Source: an optimization exercise on an open RTL-to-GDS flow (aim: small area). Production flows keep margins and buffers that such runs may drop.
The RTL was checked by simulation tests, not by an equivalence proof against the original design.
No activity file was given, so power comes from the tool's default toggle rates.

==> flow/design.v (excerpt) <==
module voice_filter (
    input  wire        clk,
    input  wire        rst,        
    input  wire        start,
    input  wire [31:0] x,
    input  wire        topo,       
    input  wire [1:0]  ftype,      
    input  wire [31:0] a0,
    input  wire [31:0] a1,
    input  wire [31:0] a2,
    input  wire [31:0] b1,
    input  wire [31:0] b2,
    input  wire [31:0] f1,
    input  wire [31:0] q,
    output reg         done,
    output wire [31:0] y
);
Size: ~2100 cells after synthesis, about 340 flip-flops, about 300 I/O pins.
Settings: LEC_CHECK=0, CAP_MARGIN=20, CORE_MARGIN=2, CORE_UTILIZATION=40, SLEW_MARGIN=20, BUFFER_PORTS_ARGS=-buffer_cell sky130_fd_sc_hd__buf_1, CTS_ARGS=-sink_clustering_enable -repair_clock_nets -dont_use_dummy_load -sink_clustering_size 10 -sink_clustering_max_diameter 100 -buf_list {sky130_fd_sc_hd__clkbuf_8}; clock period 22.0 ns.
standard.sh (not shown) runs the stock make flow with config.mk's settings and CLKGATE_MAP_FILE= SYNTH_SCRIPT=/design/flow/synth_recipe.tcl, a recipe that flattens the netlist after the stock synthesis.
==> flow/flow/run.sh <==
#!/bin/bash
# The standard layout (the standard.sh, standard synthesis included),
# with two changes: the buffer that placement puts on every input and output
# port is sky130_fd_sc_hd__buf_1, and clock tree synthesis adds no dummy
# loads, and its sink clusters and buffers are set below.
set -euo pipefail
cd "$(dirname "$0")/.."
cat >> config.mk <<'MK'
export BUFFER_PORTS_ARGS = -buffer_cell sky130_fd_sc_hd__buf_1
export CTS_ARGS = -sink_clustering_enable -repair_clock_nets -dont_use_dummy_load -sink_clustering_size 10 -sink_clustering_max_diameter 100 -buf_list {sky130_fd_sc_hd__clkbuf_8}
MK
bash standard.sh finish > standard_flow.log 2>&1
Next try:
--- a/flow/flow/run.sh
+++ b/flow/flow/run.sh
@@ -9,3 +9,3 @@
 export BUFFER_PORTS_ARGS = -buffer_cell sky130_fd_sc_hd__buf_1
-export CTS_ARGS = -sink_clustering_enable -repair_clock_nets -dont_use_dummy_load -sink_clustering_size 10 -sink_clustering_max_diameter 100 -buf_list {sky130_fd_sc_hd__clkbuf_8}
+export CTS_ARGS = -sink_clustering_enable -repair_clock_nets -dont_use_dummy_load -sink_clustering_size 10 -sink_clustering_max_diameter 130 -buf_list {sky130_fd_sc_hd__clkbuf_8}
 MK
CTS_ARGS = -sink_clustering_enable -repair_clock_nets -dont_use_dummy_load -sink_clustering_size 10 -sink_clustering_max_diameter 130 -buf_list {sky130_fd_sc_hd__clkbuf_8}   (was -sink_clustering_enable -repair_clock_nets -dont_use_dummy_load -sink_clustering_size 10 -sink_clustering_max_diameter 100 -buf_list {sky130_fd_sc_hd__clkbuf_8})
Outcome: The changed run completed without violations. Setup slack improved by 0.069 ns. Synthesized cell count stays the same. Area after synthesis stays the same. Total power is about the same. Count of clock-buffer cells in the layout drops by 1. Non-clock buffer count does not change. Clock power falls by about 1%. Via count barely changes. Hold slack gets better by 0.0034 ns. Cell count hardly moves. Combinational power hardly moves.
Next try:
--- a/flow/flow/run.sh
+++ b/flow/flow/run.sh
@@ -9,3 +9,3 @@
 export BUFFER_PORTS_ARGS = -buffer_cell sky130_fd_sc_hd__buf_1
-export CTS_ARGS = -sink_clustering_enable -repair_clock_nets -dont_use_dummy_load -sink_clustering_size 10 -sink_clustering_max_diameter 130 -buf_list {sky130_fd_sc_hd__clkbuf_8}
+export CTS_ARGS = -sink_clustering_enable -repair_clock_nets -dont_use_dummy_load -sink_clustering_size 16 -sink_clustering_max_diameter 120 -buf_list {sky130_fd_sc_hd__clkbuf_16}
 MK
CTS_ARGS = -sink_clustering_enable -repair_clock_nets -dont_use_dummy_load -sink_clustering_size 16 -sink_clustering_max_diameter 120 -buf_list {sky130_fd_sc_hd__clkbuf_16}   (was -sink_clustering_enable -repair_clock_nets -dont_use_dummy_load -sink_clustering_size 10 -sink_clustering_max_diameter 130 -buf_list {sky130_fd_sc_hd__clkbuf_8})
What happened:
- via count went down by 1.0%
- combinational power hardly moves
- design area went up by 0.40%
- non-clock buffer count is unchanged
- clock power went up by 10%
- setup slack is worse by 0.050 ns
- register-to-register slack is worse by 0.02 ns
- hold slack is better by 0.0054 ns
- sequential share of layout area went down by 0.14 points
- count of clock-buffer cells in the layout went down by 14

* * *

## fjord
Another version of the RTL of voice_filter (not shown whole).
Size in the first run: about 330 flip-flops, ~300 I/O pins, about 22000 um2 of cells after synthesis.
// voice_filter
module voice_filter (
    input  wire        clk,
    input  wire        rst,        
    input  wire        start,
    input  wire [31:0] x,
    input  wire        topo,       
    input  wire [1:0]  ftype,      
    input  wire [31:0] a0,
    input  wire [31:0] a1,
    input  wire [31:0] a2,
    input  wire [31:0] b1,
    input  wire [31:0] b2,
    input  wire [31:0] f1,
    input  wire [31:0] q,
    output reg         done,
    output wire [31:0] y
);
export LEC_CHECK = 0
export CAP_MARGIN = 20
export CORE_MARGIN = 2
export CORE_UTILIZATION = 40
export SLEW_MARGIN = 20
export BUFFER_PORTS_ARGS = -buffer_cell sky130_fd_sc_hd__buf_1
export CTS_ARGS = -sink_clustering_enable -repair_clock_nets -dont_use_dummy_load -sink_clustering_size 14 -sink_clustering_max_diameter 110 -buf_list {sky130_fd_sc_hd__clkbuf_16}
create_clock -name core_clock -period 22.0 [get_ports {clk}]
==> flow/flow/run.sh <==
#!/bin/bash
# The standard layout (the standard.sh, standard synthesis included),
# with two changes: the buffer that placement puts on every input and output
# port is sky130_fd_sc_hd__buf_1, and clock tree synthesis adds no dummy
# loads, and its sink clusters and buffers are set below.
set -euo pipefail
cd "$(dirname "$0")/.."
cat >> config.mk <<'MK'
export BUFFER_PORTS_ARGS = -buffer_cell sky130_fd_sc_hd__buf_1
export CTS_ARGS = -sink_clustering_enable -repair_clock_nets -dont_use_dummy_load -sink_clustering_size 14 -sink_clustering_max_diameter 110 -buf_list {sky130_fd_sc_hd__clkbuf_16}
MK
bash standard.sh finish > standard_flow.log 2>&1
#### Input delta (ember over fjord)
Settings: CTS_ARGS now -sink_clustering_enable -repair_clock_nets -dont_use_dummy_load -sink_clustering_size 18 -sink_clustering_max_diameter 130 -buf_list {sky130_fd_sc_hd__clkbuf_16}, was -sink_clustering_enable -repair_clock_nets -dont_use_dummy_load -sink_clustering_size 14 -sink_clustering_max_diameter 110 -buf_list {sky130_fd_sc_hd__clkbuf_16}.
==> flow/flow/run.sh <==
#!/bin/bash
# The standard layout (the standard.sh, standard synthesis included),
# with two changes: the buffer that placement puts on every input and output
# port is sky130_fd_sc_hd__buf_1, and clock tree synthesis adds no dummy
# loads, and its sink clusters and buffers are set below.
set -euo pipefail
cd "$(dirname "$0")/.."
cat >> config.mk <<'MK'
export BUFFER_PORTS_ARGS = -buffer_cell sky130_fd_sc_hd__buf_1
export CTS_ARGS = -sink_clustering_enable -repair_clock_nets -dont_use_dummy_load -sink_clustering_size 18 -sink_clustering_max_diameter 130 -buf_list {sky130_fd_sc_hd__clkbuf_16}
MK
bash standard.sh finish > standard_flow.log 2>&1
[summary]
Relative to fjord, multi-input gate share of the layout cell area has increased by 0.33 points in ember. Diff fjord -> ember: routed wire length per instance held steady, clock skew shrank by 38 ps, arrival time at the worst endpoint has remained practically unchanged, routed length on met1 -about 1.1%, worst hold-check slack shows an increase of 14 ps. Across both runs, share of the core filled with cells was lower for ember than for fjord. ember | stages: all done | timing, DRC, antenna: all pass.

## port drivers added, routing unchanged
Ports are ideal in the flow. The routed layouts listed here were re-timed in OpenROAD.
Step 1: set_driving_cell puts a clkbuf_16 on clk and a buf_2 on each other input, an assumption about the parent block.
Step 2 also shifts input and output timing later by t, the mid clock arrival at the registers, as if the neighbouring blocks saw the same clock.
a / b / c = ideal / step 1 / step 2; a / b = the first two.
run	shift t [ns]	setup slack, ns	worst hold slack (ns)
the first run of note 1	0.647	11.403 / 11.431 / 10.784	0.311 / 0.311 / 0.311
the second run of note 1	0.653	11.472 / 11.498 / 10.845	0.314 / 0.314 / 0.314
the third run of note 1	0.605	11.422 / 11.454 / 10.849	0.319 / 0.319 / 0.319
fjord	0.619	9.443 / 9.476 / 8.857	0.307 / 0.307 / 0.307
ember	0.603	9.425 / 9.459 / 8.856	0.321 / 0.321 / 0.321
After both steps setup and hold are still met in every run listed. For the second run of note 1, which loses most, drivers alone change the setup slack by +0.026 ns; drivers and shift together by -0.627 ns.
